This design comes from an exercise in tuning for small area on the open sky130 flow, not from production work. Function was checked by simulation only, so behaviour that the tests miss may differ from the original. No activity file was given, so power comes from the tool's default toggle rates.

--- design/flow/design.v ---
module jbang_seq (
    input  wire        clk,
    input  wire        rst,           
    input  wire [2:0]  bus_addr,      
    input  wire        bus_we,
    input  wire [31:0] bus_wdata,
    output reg  [31:0] bus_rdata,
    output reg         jtag_trst_n,
    output reg         jtag_tck,
    output reg         jtag_tms,
    output reg         jtag_tdi,
    input  wire        jtag_tdo
);
    localparam [2:0] PS_RESET = 3'b000, PS_IDLE = 3'b001, PS_SHIFT = 3'b010,
                     PS_EXIT1 = 3'b110, PS_UPD = 3'b100, PS_SELDR = 3'b101,
                     PS_SELIR = 3'b011, PS_CAP = 3'b111;
    localparam [2:0] P_PRE = 3'd0, P_NAVI = 3'd1, P_WALK = 3'd2, P_SH = 3'd3,
                     P_AL = 3'd4, P_NAV2 = 3'd5, P_FIN = 3'd6;
    localparam [1:0] G_NONE = 2'd0, G_PULSE = 2'd1, G_F = 2'd2, G_RI = 2'd3;
    localparam [1:0] L_K = 2'd0, L_NB = 2'd1, L_RI = 2'd2;
    localparam [1:0] A_KEEP = 2'd0, A_ZERO = 2'd1, A_D = 2'd2, A_K = 2'd3;
    localparam [2:0] C_NONE = 3'd0, C_TAPID = 3'd1, C_CONN = 3'd2, C_R60 = 3'd3,
                     C_R2C = 3'd4, C_DAPID = 3'd5, C_CSW = 3'd6;
    reg [31:0] arg0, arg1, result, fval, dreg;
    reg [2:0]  o3;
    reg [3:0]  fcode;
    reg        overrun, pid, irv, ic3, ic1, ic0;
    reg [2:0]  pos;
    reg [5:0]  pc;
    reg [2:0]  ph;
    reg        txdr;
    reg [5:0]  cnt;
    reg        bor;
    wire busy  = |pc;
    wire fault = |fcode;
    reg        s_tx, s_sel, c1, c0;
    reg [2:0]  s_op3;
    reg [1:0]  s_arg;
    reg        s_trst, s_navi, s_walk, s_wir, s_ptms, s_lastcmd, s_nav2, s_ldk, s_ldd, s_shchk;
    reg [1:0]  s_kind, s_lsrc;
    reg [5:0]  s_len;
    reg [2:0]  s_chk;
    reg        s_res, s_save, s_end, s_jmp;
    reg [5:0]  s_next;
    reg [1:0]  s_flt;
    reg [31:0] kval;
    always @* begin
        s_tx = 1'b0; s_sel = 1'b0; c1 = 1'b1; c0 = 1'b0;
        s_op3 = 3'b111; s_arg = A_ZERO;
        s_trst = 1'b0; s_navi = 1'b1; s_walk = 1'b0; s_wir = 1'b0; s_ptms = 1'b0;
        s_lastcmd = 1'b0; s_nav2 = 1'b0; s_ldk = 1'b0; s_ldd = 1'b0; s_shchk = 1'b0;
        s_kind = G_NONE; s_lsrc = L_K; s_len = 6'd0;
        s_chk = C_NONE; s_res = 1'b0; s_save = 1'b0; s_end = 1'b0; s_jmp = 1'b0; s_next = 6'd0;
        s_flt = 2'd0; kval = 32'd0;
        case (pc)
            6'h01: begin s_trst = 1'b1; s_navi = 1'b0; s_kind = G_PULSE; s_len = 6'd5; s_ptms = 1'b1; s_end = 1'b1; end
            6'h02: begin s_end = 1'b1; end
            6'h03: begin s_kind = G_RI; s_lsrc = L_RI; s_end = 1'b1; end
            6'h04: begin s_walk = 1'b1; s_wir = 1'b1; s_end = 1'b1; end
            6'h05: begin s_walk = 1'b1; s_end = 1'b1; end
            6'h06: begin s_navi = 1'b0; s_shchk = 1'b1; s_kind = G_F; s_lsrc = L_NB; s_lastcmd = 1'b1;
                         s_res = 1'b1; s_end = 1'b1; end
            6'h07: begin s_walk = 1'b1; s_wir = 1'b1; s_kind = G_F; s_lsrc = L_NB; s_nav2 = 1'b1;
                         s_res = 1'b1; s_end = 1'b1; end
            6'h08: begin s_walk = 1'b1; s_kind = G_F; s_lsrc = L_NB; s_nav2 = 1'b1;
                         s_res = 1'b1; s_end = 1'b1; end
            6'h09: begin s_tx = 1'b1; s_sel = 1'b1; c1 = dreg[12]; c0 = dreg[11]; s_end = 1'b1; end
            6'h0A: begin s_tx = 1'b1; c1 = dreg[12]; c0 = dreg[11]; s_op3 = dreg[17:15]; s_arg = A_KEEP;
                         s_res = 1'b1; s_end = 1'b1; end
            6'h0B: begin s_tx = 1'b1; c1 = 1'b0; s_op3 = 3'b000; s_arg = A_K; kval = 32'h00000001; s_res = 1'b1; s_end = 1'b1; end
            6'h0C: begin s_tx = 1'b1; s_op3 = 3'b010; s_arg = A_KEEP; s_res = 1'b1; s_end = 1'b1; end
            6'h0D: begin s_tx = 1'b1; s_op3 = 3'b011; s_res = 1'b1; s_end = 1'b1; end
            6'h0E: begin s_tx = 1'b1; s_op3 = 3'b100; s_arg = A_KEEP; s_res = 1'b1; s_end = 1'b1; end
            6'h0F: begin s_tx = 1'b1; s_op3 = 3'b111; s_res = 1'b1; s_end = 1'b1; end
            6'h10: begin s_tx = 1'b1; c0 = 1'b1; s_op3 = 3'b000; s_arg = A_KEEP; s_res = 1'b1; s_end = 1'b1; end
            6'h11: begin s_tx = 1'b1; c0 = 1'b1; s_op3 = 3'b001; s_res = 1'b1; s_end = 1'b1; end
            6'h12: begin s_tx = 1'b1; c0 = 1'b1; s_op3 = 3'b010; s_arg = A_KEEP; s_res = 1'b1; s_end = 1'b1; end
            6'h13: begin s_tx = 1'b1; c0 = 1'b1; s_op3 = 3'b011; s_res = 1'b1; s_end = 1'b1; end
            6'h14: begin s_tx = 1'b1; c0 = 1'b1; s_op3 = 3'b110; s_arg = A_KEEP; s_res = 1'b1; s_end = 1'b1; end
            6'h15: begin s_tx = 1'b1; c0 = 1'b1; s_op3 = 3'b111; s_res = 1'b1; s_end = 1'b1; end
            6'h16: begin s_tx = 1'b1; s_op3 = 3'b111; s_save = 1'b1; s_jmp = 1'b1; s_next = 6'h1F; end
            6'h1F: begin s_tx = 1'b1; s_op3 = 3'b011; end
            6'h20: begin s_tx = 1'b1; s_op3 = 3'b111; s_chk = C_CSW; end
            6'h21: begin s_navi = 1'b0; s_ldd = 1'b1; s_res = 1'b1; s_end = 1'b1; end
            6'h17: begin s_walk = 1'b1; s_kind = G_F; s_len = 6'd32; s_nav2 = 1'b1; s_ldk = 1'b1;
                         s_chk = C_TAPID; s_jmp = 1'b1; s_next = 6'h22; end
            6'h22: begin s_walk = 1'b1; s_wir = 1'b1; s_kind = G_F; s_len = 6'd6; s_nav2 = 1'b1; s_ldk = 1'b1;
                         kval = 32'h07; end
            6'h23: begin s_walk = 1'b1; s_kind = G_F; s_len = 6'd8; s_nav2 = 1'b1; s_ldk = 1'b1;
                         kval = 32'h89; end
            6'h24: begin s_walk = 1'b1; s_kind = G_F; s_len = 6'd8; s_nav2 = 1'b1; s_ldk = 1'b1;
                         s_chk = C_CONN; end
            6'h25: begin s_walk = 1'b1; s_wir = 1'b1; s_kind = G_F; s_len = 6'd6; s_nav2 = 1'b1; s_ldk = 1'b1;
                         kval = 32'h02; end
            6'h26: begin s_walk = 1'b1; s_kind = G_F; s_len = 6'd32; s_nav2 = 1'b1; s_ldk = 1'b1;
                         kval = 32'hE0002000; end
            6'h27: begin s_walk = 1'b1; s_kind = G_F; s_len = 6'd32; s_nav2 = 1'b1; s_ldk = 1'b1;
                         kval = 32'h60000000; s_chk = C_R60; end
            6'h28: begin s_kind = G_PULSE; s_len = 6'd10; end
            6'h29: begin s_walk = 1'b1; s_kind = G_F; s_len = 6'd32; s_nav2 = 1'b1; s_ldk = 1'b1;
                         kval = 32'hAC002100; end
            6'h2A: begin s_walk = 1'b1; s_kind = G_F; s_len = 6'd32; s_nav2 = 1'b1; s_ldk = 1'b1;
                         kval = 32'h2C000000; s_chk = C_R2C; end
            6'h2B: begin s_kind = G_PULSE; s_len = 6'd10; end
            6'h2C: begin s_walk = 1'b1; s_wir = 1'b1; s_kind = G_F; s_len = 6'd6; s_nav2 = 1'b1; s_ldk = 1'b1;
                         kval = 32'h3F; end
            6'h2D: begin s_kind = G_PULSE; s_len = 6'd10; s_end = 1'b1; end
            6'h18: begin s_walk = 1'b1; s_wir = 1'b1; s_kind = G_F; s_len = 6'd10; s_nav2 = 1'b1; s_ldk = 1'b1;
                         kval = 32'h3FE; s_jmp = 1'b1; s_next = 6'h2E; end
            6'h2E: begin s_walk = 1'b1; s_kind = G_F; s_len = 6'd32; s_nav2 = 1'b1; s_ldk = 1'b1;
                         s_chk = C_DAPID; end
            6'h2F: begin s_tx = 1'b1; s_op3 = 3'b010; s_arg = A_K; kval = 32'h50000032; end
            6'h30: begin s_tx = 1'b1; s_op3 = 3'b111; end
            6'h31: begin s_tx = 1'b1; s_op3 = 3'b011; end
            6'h32: begin s_tx = 1'b1; s_op3 = 3'b111; s_chk = C_CSW; end
            6'h33: begin s_tx = 1'b1; s_op3 = 3'b100; end
            6'h34: begin s_tx = 1'b1; c0 = 1'b1; s_op3 = 3'b000; s_arg = A_K; kval = 32'h00000012; s_end = 1'b1; end
            6'h19: begin s_tx = 1'b1; c0 = 1'b1; s_op3 = 3'b010; s_arg = A_KEEP; s_jmp = 1'b1; s_next = 6'h35; end
            6'h35: begin s_tx = 1'b1; c0 = 1'b1; s_op3 = 3'b111; s_jmp = 1'b1; s_next = 6'h16; end
            6'h1A: begin s_tx = 1'b1; c0 = 1'b1; s_op3 = 3'b010; s_arg = A_KEEP; end
            6'h1B: begin s_tx = 1'b1; c0 = 1'b1; s_op3 = 3'b110; s_arg = A_D; end
            6'h1C: begin s_tx = 1'b1; s_op3 = 3'b111; end
            6'h1D: begin s_tx = 1'b1; s_op3 = 3'b011; end
            6'h1E: begin s_tx = 1'b1; s_op3 = 3'b111; s_chk = C_CSW; s_end = 1'b1; end
            6'h3D: begin s_flt = 2'd1; end
            6'h3E: begin s_flt = 2'd2; end
            6'h3F: begin s_flt = 2'd3; end
            default: ;
        endcase
    end
    wire [4:0] w_opc   = bus_wdata[4:0];
    wire       w_ill   = (|bus_wdata[31:19]) || (w_opc == 5'h00) || (w_opc > 5'h1A);
    wire       w_nb    = (w_opc == 5'h06 || w_opc == 5'h07 || w_opc == 5'h08) &&
                         bus_wdata[10] && (|bus_wdata[9:5]);
    wire [3:0] w_ir    = bus_wdata[14:11];
    wire       w_bir   = (w_opc == 5'h09 || w_opc == 5'h0A) &&
                         !(w_ir == 4'b1000 || w_ir == 4'b1010 || w_ir == 4'b1011);
    wire       w_aw    = !w_ill && (w_opc == 5'h1A);
    wire [5:0] w_entry = w_ill ? 6'h3F : w_nb ? 6'h3D : w_bir ? 6'h3E : {1'b0, w_opc};
    wire cmd_we = bus_we && (bus_addr == 3'd0);
    wire acc    = cmd_we && !busy && !fault;
    wire       hit = irv && (ic1 == c1) && (ic0 == c0);
    reg  [5:0] len;
    always @* begin
        if (s_tx)                len = txdr ? 6'd36 : 6'd10;
        else if (s_lsrc == L_NB) len = dreg[10:5];
        else if (s_lsrc == L_RI) len = {1'b0, fval[4:0]};
        else                     len = s_len;
    end
    wire at_idle  = (pos == PS_IDLE);
    wire at_shift = (pos == PS_SHIFT);
    wire nav_tms  = pos[1];
    wire wir      = s_wir || (s_tx && !txdr);
    wire walk_tms = (pos == PS_IDLE) || (pos == PS_SELDR && wir);
    wire cnt_one  = (cnt == 6'd1);
    wire cnt_zero = (cnt == 6'd0);
    wire last     = s_lastcmd ? dreg[18] : 1'b1;
    wire is_ri    = !s_tx && (s_kind == G_RI);
    wire navi_en  = s_navi || s_tx;
    wire walk_en  = s_walk || s_tx;
    wire nav2_en  = s_nav2 || s_tx;
    wire post_pulse = !(nav2_en && !at_idle);
    reg  sh_tdi, sh_tms;
    always @* begin
        sh_tms = last && cnt_one;
        if (s_tx) begin
            if (!txdr) begin
                case (cnt)
                    6'd10:   sh_tdi = c0;
                    6'd9:    sh_tdi = c1;
                    6'd8:    sh_tdi = 1'b0;
                    default: sh_tdi = 1'b1;
                endcase
            end else begin
                sh_tdi = cnt_one ? 1'b0 : o3[0];
            end
        end else if (s_kind == G_F) begin
            sh_tdi = fval[0];
        end else begin
            sh_tdi = 1'b0;
            sh_tms = s_ptms;
        end
    end
    wire sh_shift = (s_tx ? (txdr && !cnt_one) : (s_kind == G_F));
    wire aligning = !s_tx && (s_kind == G_F || s_kind == G_RI);
    reg [2:0] pos_nx;
    always @* begin
        case (pos)
            PS_RESET: pos_nx = jtag_tms ? PS_RESET : PS_IDLE;
            PS_IDLE:  pos_nx = jtag_tms ? PS_SELDR : PS_IDLE;
            PS_SELDR: pos_nx = jtag_tms ? PS_SELIR : PS_CAP;
            PS_SELIR: pos_nx = PS_CAP;
            PS_CAP:   pos_nx = PS_SHIFT;
            PS_SHIFT: pos_nx = jtag_tms ? PS_EXIT1 : PS_SHIFT;
            PS_EXIT1: pos_nx = PS_UPD;
            default:  pos_nx = PS_IDLE;
        endcase
    end
    reg       chk_bad;
    reg [3:0] chk_code;
    always @* begin
        case (s_chk)
            C_TAPID: begin chk_bad = (fval[27:0] != 28'hB94402F); chk_code = 4'h1; end
            C_CONN:  begin chk_bad = (fval[3:0] != 4'b1001);      chk_code = 4'h2; end
            C_R60:   begin chk_bad = (fval[31:24] != 8'h60);      chk_code = 4'h3; end
            C_R2C:   begin chk_bad = (fval[31:24] != 8'h2C);      chk_code = 4'h3; end
            C_DAPID: begin chk_bad = (fval != 32'h3BA00477);      chk_code = 4'h4; end
            C_CSW:   begin chk_bad = (fval != 32'hF0000000);      chk_code = 4'h6; end
            default: begin chk_bad = 1'b0;                        chk_code = 4'h6; end
        endcase
    end
    wire ack_bad = (fval[31:29] != 3'b010);
    reg [5:0] n_pc, n_cnt;
    reg [2:0] n_ph, n_pos;
    reg       n_txdr, n_bor, n_tck, n_tms, n_tdi, n_trst;
    reg [3:0] n_fcode;
    reg       n_irv, n_setir;
    reg       f_hold, f_lo0, f_a0, f_d, f_k, f_sh, f_top, f_nb, f_ir, f_ack, f_pos;
    reg       r_ld, d_save, o_ld;
    always @* begin
        n_pc = pc; n_ph = ph; n_txdr = txdr; n_cnt = cnt; n_bor = bor; n_pos = pos;
        n_tck = jtag_tck; n_tms = jtag_tms; n_tdi = jtag_tdi; n_trst = jtag_trst_n;
        n_fcode = fcode; n_irv = irv; n_setir = 1'b0;
        f_hold = 1'b1; f_lo0 = 1'b0; f_a0 = 1'b0; f_d = 1'b0; f_k = 1'b0; f_sh = 1'b0; f_top = 1'b0;
        f_nb = 1'b0; f_ir = 1'b0; f_ack = 1'b0; f_pos = 1'b0;
        r_ld = 1'b0; d_save = 1'b0; o_ld = 1'b0;
        if (acc) begin
            n_pc = w_entry; n_ph = P_PRE;
            f_hold = 1'b0; f_a0 = 1'b1;
        end
        if (busy) begin
            if (jtag_tck) begin
                n_tck = 1'b0;
                n_pos = pos_nx;
                if (ph == P_SH) begin
                    n_cnt = cnt - 6'd1;
                    if (sh_shift) begin f_hold = 1'b0; f_sh = 1'b1; f_top = jtag_tdo; end
                end else if (ph == P_NAV2 && post_pulse) begin
                    n_cnt = cnt - 6'd1;
                end
            end else if (!jtag_trst_n) begin
                n_trst = 1'b1;
            end else begin
                case (ph)
                    P_PRE: begin
                        n_ph = P_NAVI;
                        if (s_flt != 2'd0) begin
                            n_pc = 6'd0; n_ph = P_PRE; f_hold = 1'b0;
                            case (s_flt)
                                2'd1:    begin f_nb = 1'b1; n_fcode = 4'hB; end
                                2'd2:    begin f_ir = 1'b1; n_fcode = 4'h9; end
                                default: begin f_d  = 1'b1; n_fcode = 4'hA; end
                            endcase
                        end else if (s_shchk && !pos[1]) begin
                            n_pc = 6'd0; n_ph = P_PRE; f_hold = 1'b0; f_pos = 1'b1; n_fcode = 4'h7;
                        end else if (s_shchk && pos[2]) begin
                            n_pc = 6'd0; n_ph = P_PRE; f_hold = 1'b0; n_fcode = 4'h8;
                        end else if (s_tx && !txdr) begin
                            if (hit) begin
                                n_ph = P_PRE;
                                if (s_sel) begin n_pc = 6'd0; f_hold = 1'b0; end
                                else n_txdr = 1'b1;
                            end
                        end else if (s_tx) begin
                            o_ld = 1'b1;
                            case (s_arg)
                                A_ZERO: f_hold = 1'b0;
                                A_D:    begin f_hold = 1'b0; f_d = 1'b1; end
                                A_K:    begin f_hold = 1'b0; f_k = 1'b1; end
                                default: ;
                            endcase
                        end else begin
                            if (s_ldk) begin f_hold = 1'b0; f_k = 1'b1; end
                            if (s_ldd) begin f_hold = 1'b0; f_d = 1'b1; end
                            if (s_trst) begin
                                n_trst = 1'b0; n_pos = PS_RESET; n_irv = 1'b0;
                            end
                        end
                    end
                    P_NAVI: begin
                        if (navi_en && !at_idle) begin
                            n_tck = 1'b1; n_tms = nav_tms; n_tdi = 1'b0;
                        end else n_ph = P_WALK;
                    end
                    P_WALK: begin
                        if (walk_en && !at_shift) begin
                            n_tck = 1'b1; n_tms = walk_tms; n_tdi = 1'b0;
                        end else begin
                            n_ph  = P_SH;
                            n_cnt = len;
                            if (is_ri) f_lo0 = 1'b1;
                            if (wir) n_irv = 1'b0;
                        end
                    end
                    P_SH: begin
                        if (!cnt_zero) begin
                            if (s_tx && txdr && cnt == 6'd33 && ack_bad) begin
                                n_pc = 6'd0; n_ph = P_PRE; n_txdr = 1'b0;
                                f_hold = 1'b0; f_ack = 1'b1; n_fcode = 4'h5;
                            end else begin
                                n_tck = 1'b1; n_tms = sh_tms; n_tdi = sh_tdi;
                            end
                        end else begin
                            n_ph  = P_AL;
                            n_cnt = ~len;
                            n_bor = 1'b1;
                        end
                    end
                    P_AL: begin
                        if (aligning && cnt != 6'd31) begin
                            n_cnt = cnt - 6'd1;
                            f_hold = 1'b0; f_sh = 1'b1;
                            if (is_ri) begin
                                f_top = fval[0] ^ bor;
                                n_bor = bor & ~fval[0];
                            end
                        end else begin
                            n_ph  = P_NAV2;
                            n_cnt = (s_tx && txdr) ? 6'd1 : is_ri ? {5'd0, ~bor} : 6'd0;
                        end
                    end
                    P_NAV2: begin
                        if (!post_pulse) begin
                            n_tck = 1'b1; n_tms = nav_tms; n_tdi = 1'b0;
                        end else if (!cnt_zero) begin
                            n_tck = 1'b1; n_tms = 1'b0; n_tdi = 1'b0;
                        end else if (is_ri && !bor) begin
                            n_ph = P_WALK;
                        end else begin
                            n_ph = P_FIN;
                        end
                    end
                    default: begin  
                        n_ph = P_PRE;
                        if (s_tx && !txdr) begin
                            n_setir = 1'b1;
                            if (s_sel) begin n_pc = 6'd0; f_hold = 1'b0; end
                            else n_txdr = 1'b1;
                        end else if (chk_bad) begin
                            n_pc = 6'd0; n_txdr = 1'b0; n_fcode = chk_code;
                        end else begin
                            n_txdr = 1'b0;
                            d_save = s_save;
                            r_ld   = s_res;
                            if (s_end) begin n_pc = 6'd0; f_hold = 1'b0; end
                            else if (s_jmp) n_pc = s_next;
                            else n_pc = pc + 6'd1;
                        end
                    end
                endcase
            end
        end
    end
    wire [31:0] f_next =
          ({32{f_hold}} & {fval[31:5], fval[4:0] & {5{~f_lo0}}})
        | ({32{f_a0}} & arg0)
        | ({32{f_d}}  & dreg)
        | ({32{f_k}}  & kval)
        | ({32{f_sh}} & {f_top, fval[31:1]})
        | ({32{f_nb}} & {26'd0, dreg[10:5]})
        | ({32{f_ir}} & {28'd0, dreg[14:11]})
        | ({32{f_ack}} & {29'd0, fval[31:29]})
        | {31'd0, f_pos & pos[0]};
    always @(posedge clk) begin
        if (rst) begin
            arg0 <= 32'd0; arg1 <= 32'd0; result <= 32'd0; fval <= 32'd0;
            fcode <= 4'd0; overrun <= 1'b0; pid <= 1'b0;
            irv <= 1'b0; ic3 <= 1'b0; ic1 <= 1'b0; ic0 <= 1'b0;
            pos <= PS_RESET; pc <= 6'd0; ph <= P_PRE; txdr <= 1'b0; cnt <= 6'd0;
            jtag_trst_n <= 1'b1; jtag_tck <= 1'b0; jtag_tms <= 1'b1; jtag_tdi <= 1'b0;
        end else begin
            if (bus_we && bus_addr == 3'd1) arg0 <= bus_wdata;
            if (bus_we && bus_addr == 3'd2) arg1 <= bus_wdata;
            if (cmd_we && busy) overrun <= 1'b1;
            if (acc && !(w_ill || w_nb || w_bir)) pid <= 1'b1;
            if (r_ld) result <= fval;
            fval <= f_next;
            pc <= n_pc; ph <= n_ph; txdr <= n_txdr; cnt <= n_cnt; pos <= n_pos;
            fcode <= n_fcode; irv <= n_irv | n_setir;
            if (n_setir) begin ic3 <= 1'b1; ic1 <= c1; ic0 <= c0; end
            jtag_tck <= n_tck; jtag_tms <= n_tms; jtag_tdi <= n_tdi; jtag_trst_n <= n_trst;
        end
        bor <= n_bor;
        if (acc) dreg <= w_aw ? arg1 : bus_wdata;
        else if (d_save) dreg <= fval;
        if (o_ld) o3 <= s_op3;
        else if (f_sh && ph == P_SH) o3 <= {fval[0], o3[2:1]};
    end
    wire [31:0] status = {8'd0, 4'd0, fcode, 4'd0, ic3, 1'b0, ic1, ic0, irv, pos,
                          pid, overrun, fault, busy};
    always @* begin
        case (bus_addr)
            3'd1:    bus_rdata = arg0;
            3'd2:    bus_rdata = arg1;
            3'd3:    bus_rdata = result;
            3'd4:    bus_rdata = status;
            3'd5:    bus_rdata = fval;
            default: bus_rdata = 32'd0;
        endcase
    end
endmodule
--- design/flow/run.sh ---
#!/bin/bash
# synth_recipe.tcl (not shown) runs the flow's synth.tcl, then flattens the netlist and writes it again
# the make line also repeats each setting of config.mk as NAME=value (left out here)
make -C /OpenROAD-flow-scripts/flow DESIGN_CONFIG=/design/flow/config.mk WORK_HOME=/design/flow/orfs CLKGATE_MAP_FILE= SYNTH_SCRIPT=/design/flow/synth_recipe.tcl finish
--- design/flow/config.mk ---
export PLATFORM = sky130hd
export DESIGN_NAME = jbang_seq
export DESIGN_NICKNAME = jbang_seq
export VERILOG_FILES = /design/flow/design.v
export SDC_FILE = /design/flow/constraint.sdc
export NUM_CORES = 4
export LEC_CHECK = 0
export CAP_MARGIN = 20
export CORE_MARGIN = 2
export CORE_UTILIZATION = 40
export PLACE_DENSITY = 0.6
export SLEW_MARGIN = 20
export SYNTH_MEMORY_MAX_BITS = 16384
--- design/flow/constraint.sdc ---
create_clock -name core_clock -period 8.0 [get_ports {clk}]
set_input_delay 1.6000 -clock core_clock [delete_from_list [all_inputs] [get_ports {clk}]]
set_output_delay 1.6000 -clock core_clock [all_outputs]
set_load 0.01 [all_outputs]
==> results.txt <==
[cell families after synthesis]
group / Yosys count / synth area share
muxes: 73 / 0.0597
DFF: 197 / 0.350
xor gates and xnor gates: 8 / 0.00571
AOI/OAI and AO/OA: 510 / 0.290
buffers and inverters: 158 / 0.0547
adders and majority gates: 14 / 0.0143
and+or+nand+nor: 581 / 0.225
[layout by cell type (no fill, tap or decap), types with 7 or more instances in the layout]
| master | n |
|---|---|
| mux2i_1 | 71 |
| a22oi_1 | 19 |
| a222oi_1 | 16 |
| nor3_1 | 24 |
| edfxtp_1 | 36 |
| a31oi_1 | 21 |
| a221o_1 | 35 |
| a21oi_1 | 136 |
| or3_1 | 9 |
| nand2b_1 | 21 |
| and3_1 | 14 |
| inv_1 | 27 |
| nor4_1 | 14 |
| nor2_1 | 108 |
| a21o_1 | 10 |
| or4_1 | 8 |
| nand4_1 | 17 |
| dfxtp_1 | 161 |
| ha_1 | 14 |
| clkbuf_16 | 17 |
| clkdlybuf4s50_1 | 73 |
| or2_2 | 8 |
| o2bb2ai_1 | 22 |
| a221oi_1 | 12 |
| nor2b_1 | 18 |
| o21ai_0 | 91 |
| o22ai_1 | 19 |
| buf_4 | 30 |
| a32o_1 | 7 |
| nand3b_1 | 11 |
| a22o_1 | 26 |
| nand3_1 | 28 |
| nand2_1 | 257 |
| o211ai_1 | 9 |
| and2_1 | 8 |
| a211oi_1 | 9 |
[cell type report]
type                            instances  area [um^2]  area share
Inverter                               27          101     0.00732
Tap cell                              396          495      0.0358
Timing Repair Buffer                  103          956      0.0691
Multi-Input combinational cell       1186         7360       0.531
Sequential cell                       197         4300       0.311
Clock buffer                           17          425      0.0307
Clock inverter                         15          205      0.0148
[report_power, final]
part	total (mW)	leakage (nW)	internal, mW	switching [mW]
Combinational	0.877	2.62	0.247	0.629
Sequential	1.09	1.64	1.04	0.0500
Clock	0.922	0.306	0.458	0.464
Total	2.89	4.56	1.75	1.14
[state kept, by name (all words and copies together), names as in the netlist, 3 cells and up]
signal and flops:
o3 3, fval 32, pc 6, arg1 32, result 32, arg0 32
cnt 6, fcode 4, dreg 32, ph 3, pos 3
[stage by stage]
stage / instances / hold slack [ps]
6_report: 1941 / 465
5_1_grt: 1941 / 480
4_1_cts: 1941 / 455
3_5_place_dp: 1909 / 443
3_3_place_gp: 1909 / 436
2_1_floorplan: 1541 / 425
[how the worst max path moves through the flow]
stage,endpoint,cells after the start,from,slack (ps)
final,bus_rdata[26],7,bus_addr[1],2160
after global routing,bus_rdata[0],7,bus_addr[2],2030
after CTS,bus_rdata[26],7,bus_addr[1],2230
after detailed placement,bus_rdata[25],7,bus_addr[1],2250
after global placement,bus_rdata[10],7,bus_addr[1],2270
after floorplan,dreg[0],9,pc[0],3060
[per-layer routing]
metal,up-vias,global-route usage,share of wire
met5,-,0,0.00050
met4,2,0.127,0.039
met3,110,0.0621,0.099
met2,739,0.471,0.44
met1,6093,0.434,0.43
li1,5754,-,-
[worst reg2reg max path: stages (launching register included)]
cell	delay, ps
dfxtp_1	520
inv_1	160
ha_1	520
or2_2	460
o21ai_0	200
and3_1	270
o2111a_1	660
mux2_2	500
a21oi_4	800
and2_1	410
a221o_1	190
==> reports/results.txt <==
Top cells by area, synth -> dfxtp_1 (26%), edfxtp_1 (8.8%), nand2_1 (7.9%)
Startpoint of the worst hold path -> pid
Largest net degree at the start of global routing -> 79
H-tree levels -> 4
Critical path arrival -> 4240 ps
Die area -> 32,100 um^2
Critical path type -> in2out
Rows -> 64
Total CTS buffers -> 17
Netlist cell types -> 90
Synth Register Bits -> 197
Cell with the most instances after synthesis -> nand2_1
Reg2Reg Depth -> 10
# port buffers -> 74
Status -> no timing/DRC/antenna violations
CTS tree -> done
Worst path top cell family by delay -> buffers and inverters
Sequential area share after synthesis -> 0.350
Fmax -> 0.171 GHz
Share of layout cells above drive strength 1 -> 0.0667
HP Class -> reg2reg
Global-route wire length before repair -> 75.7 mm
Async set-or-reset flop fraction in the synthesized netlist -> 0
CTS Sinks -> 197
Number of synthesized flops with an enable pin -> 36
Clock skew -> 11.9 ps
Clk slew on worst S/H paths -> 80 ps
Initial antenna violation count -> 1
Longest Clk Path Bufs -> 2
Clk root buf -> clkbuf_16
Syn_area_per_cell -> 7.97 um^2
Hold EP -> pid
Post-route DRC -> 0
Critical path buffers and inverters -> 3
Crit path capture type -> output port
Power Density -> 209 nW/um^2
Hold-fix buffers at CTS -> 0
GR Overflow Total -> 0
Worst slew pin tran -> 1070 ps
Count of pins over their slew limit -> 0
Max FO, Critical Path -> 18
Post-Synthesis Cells -> 1,541
Final Setup Violations -> 0
Max-Cap Viols -> 0
I/O pin total -> 75
Critical path required time -> 6400 ps
Post-Syn Area -> 12,300 um^2
Antenna Cells -> 0
FF-to-FF Start -> pc[0]
DP Worst Slack -> 2250 ps
Post-synth net total -> 1,594
Startpoint Class -> primary input
Final hold vios -> 0
Setup TNS -> 0 ps
DIE HEIGHT -> 179 um
Final period utilization -> 0.730
Vias in the first global route -> 12,000
Slew headroom -> 0.284
CORE AREA -> 30,400 um^2
Final Net Count -> 1,585
Critical-path cell list -> clkdlybuf4s50_1, nand2b_1, nor2_1, buf_4, a22o_1, a221o_1, clkdlybuf4s50_1
DP Area -> 13,200 um^2
Die X -> 179 um
Unrepaired setup endpoints after global routing -> no
# resized after CTS -> 0
Vias per Instance -> 6.54
Post-Route Utilization -> 0.455
Cells on Worst Hold Path -> 2
Max incr delay on CP -> 680 ps
Design area -> 13,800 um^2
VDD IR max -> 0.104 mV
Hpwl dp -> 34.5 mm
Total wire length -> 49.6 mm
Reg2Reg Setup Slack -> 3250 ps
Clock latency on the worst-skew pair -> 450 ps
Setup Buffers After CTS -> 0
Initial DRT Pass Iterations -> 6
WL/cell -> 25.5 um
Synth top area share -> 0.262
Area delta synth->final -> 12.7%
Initial Util -> 0.404
GRT Util Overall -> 0.312
Pleak -> 4.56 nW
Reg2reg end -> fval[27]
Filler cells -> 3,036
Yosys warning count -> 1
Final worst setup slack -> 2160 ps
CP max-delay cell -> nand2b_1
Post-route minimum period -> 5840 ps
Via count -> 12,700
Detail Route Antenna Nets -> 0
Top cells by count, synth -> nand2_1 (257), dfxtp_1 (161), a21oi_1 (136), nor2_1 (109), clkbuf_1 (94)
Ys flop type -> dfxtp_1
Most frequent CP cell -> clkdlybuf4s50_1
Largest area contributor in the netlist -> dfxtp_1
Power Total -> 2.89 mW
DR iter-0 viols -> 1,474
Final GP Congestion -> 0.999

## re-timing with driven ports
No port has a modelled driver above. Below, the same layout with a new extraction and two added sets of constraints. Step 1, drivers: a clkbuf_16 drives clk and a buf_2 each remaining input, both assumed. Step 2 times the ports against the registers' clock, not the clock port: input delays grow and output delays shrink by t, the midpoint of the rising clock arrivals with the driver on. Slacks: ideal / step 1 / step 2; pairs: ideal / step 1.
t, ns: 0.497
slack for setup (ns): 2.160 / 2.137 / 2.137
worst setup path at the end: input to output
latest minus earliest clock arrival (ns): 0.013 / 0.014
worst data-port slew with drivers (ns): 0.04
After both steps setup and hold are still met in this run. For this run, drivers alone change the setup slack by -0.023 ns; drivers and shift together by -0.023 ns.
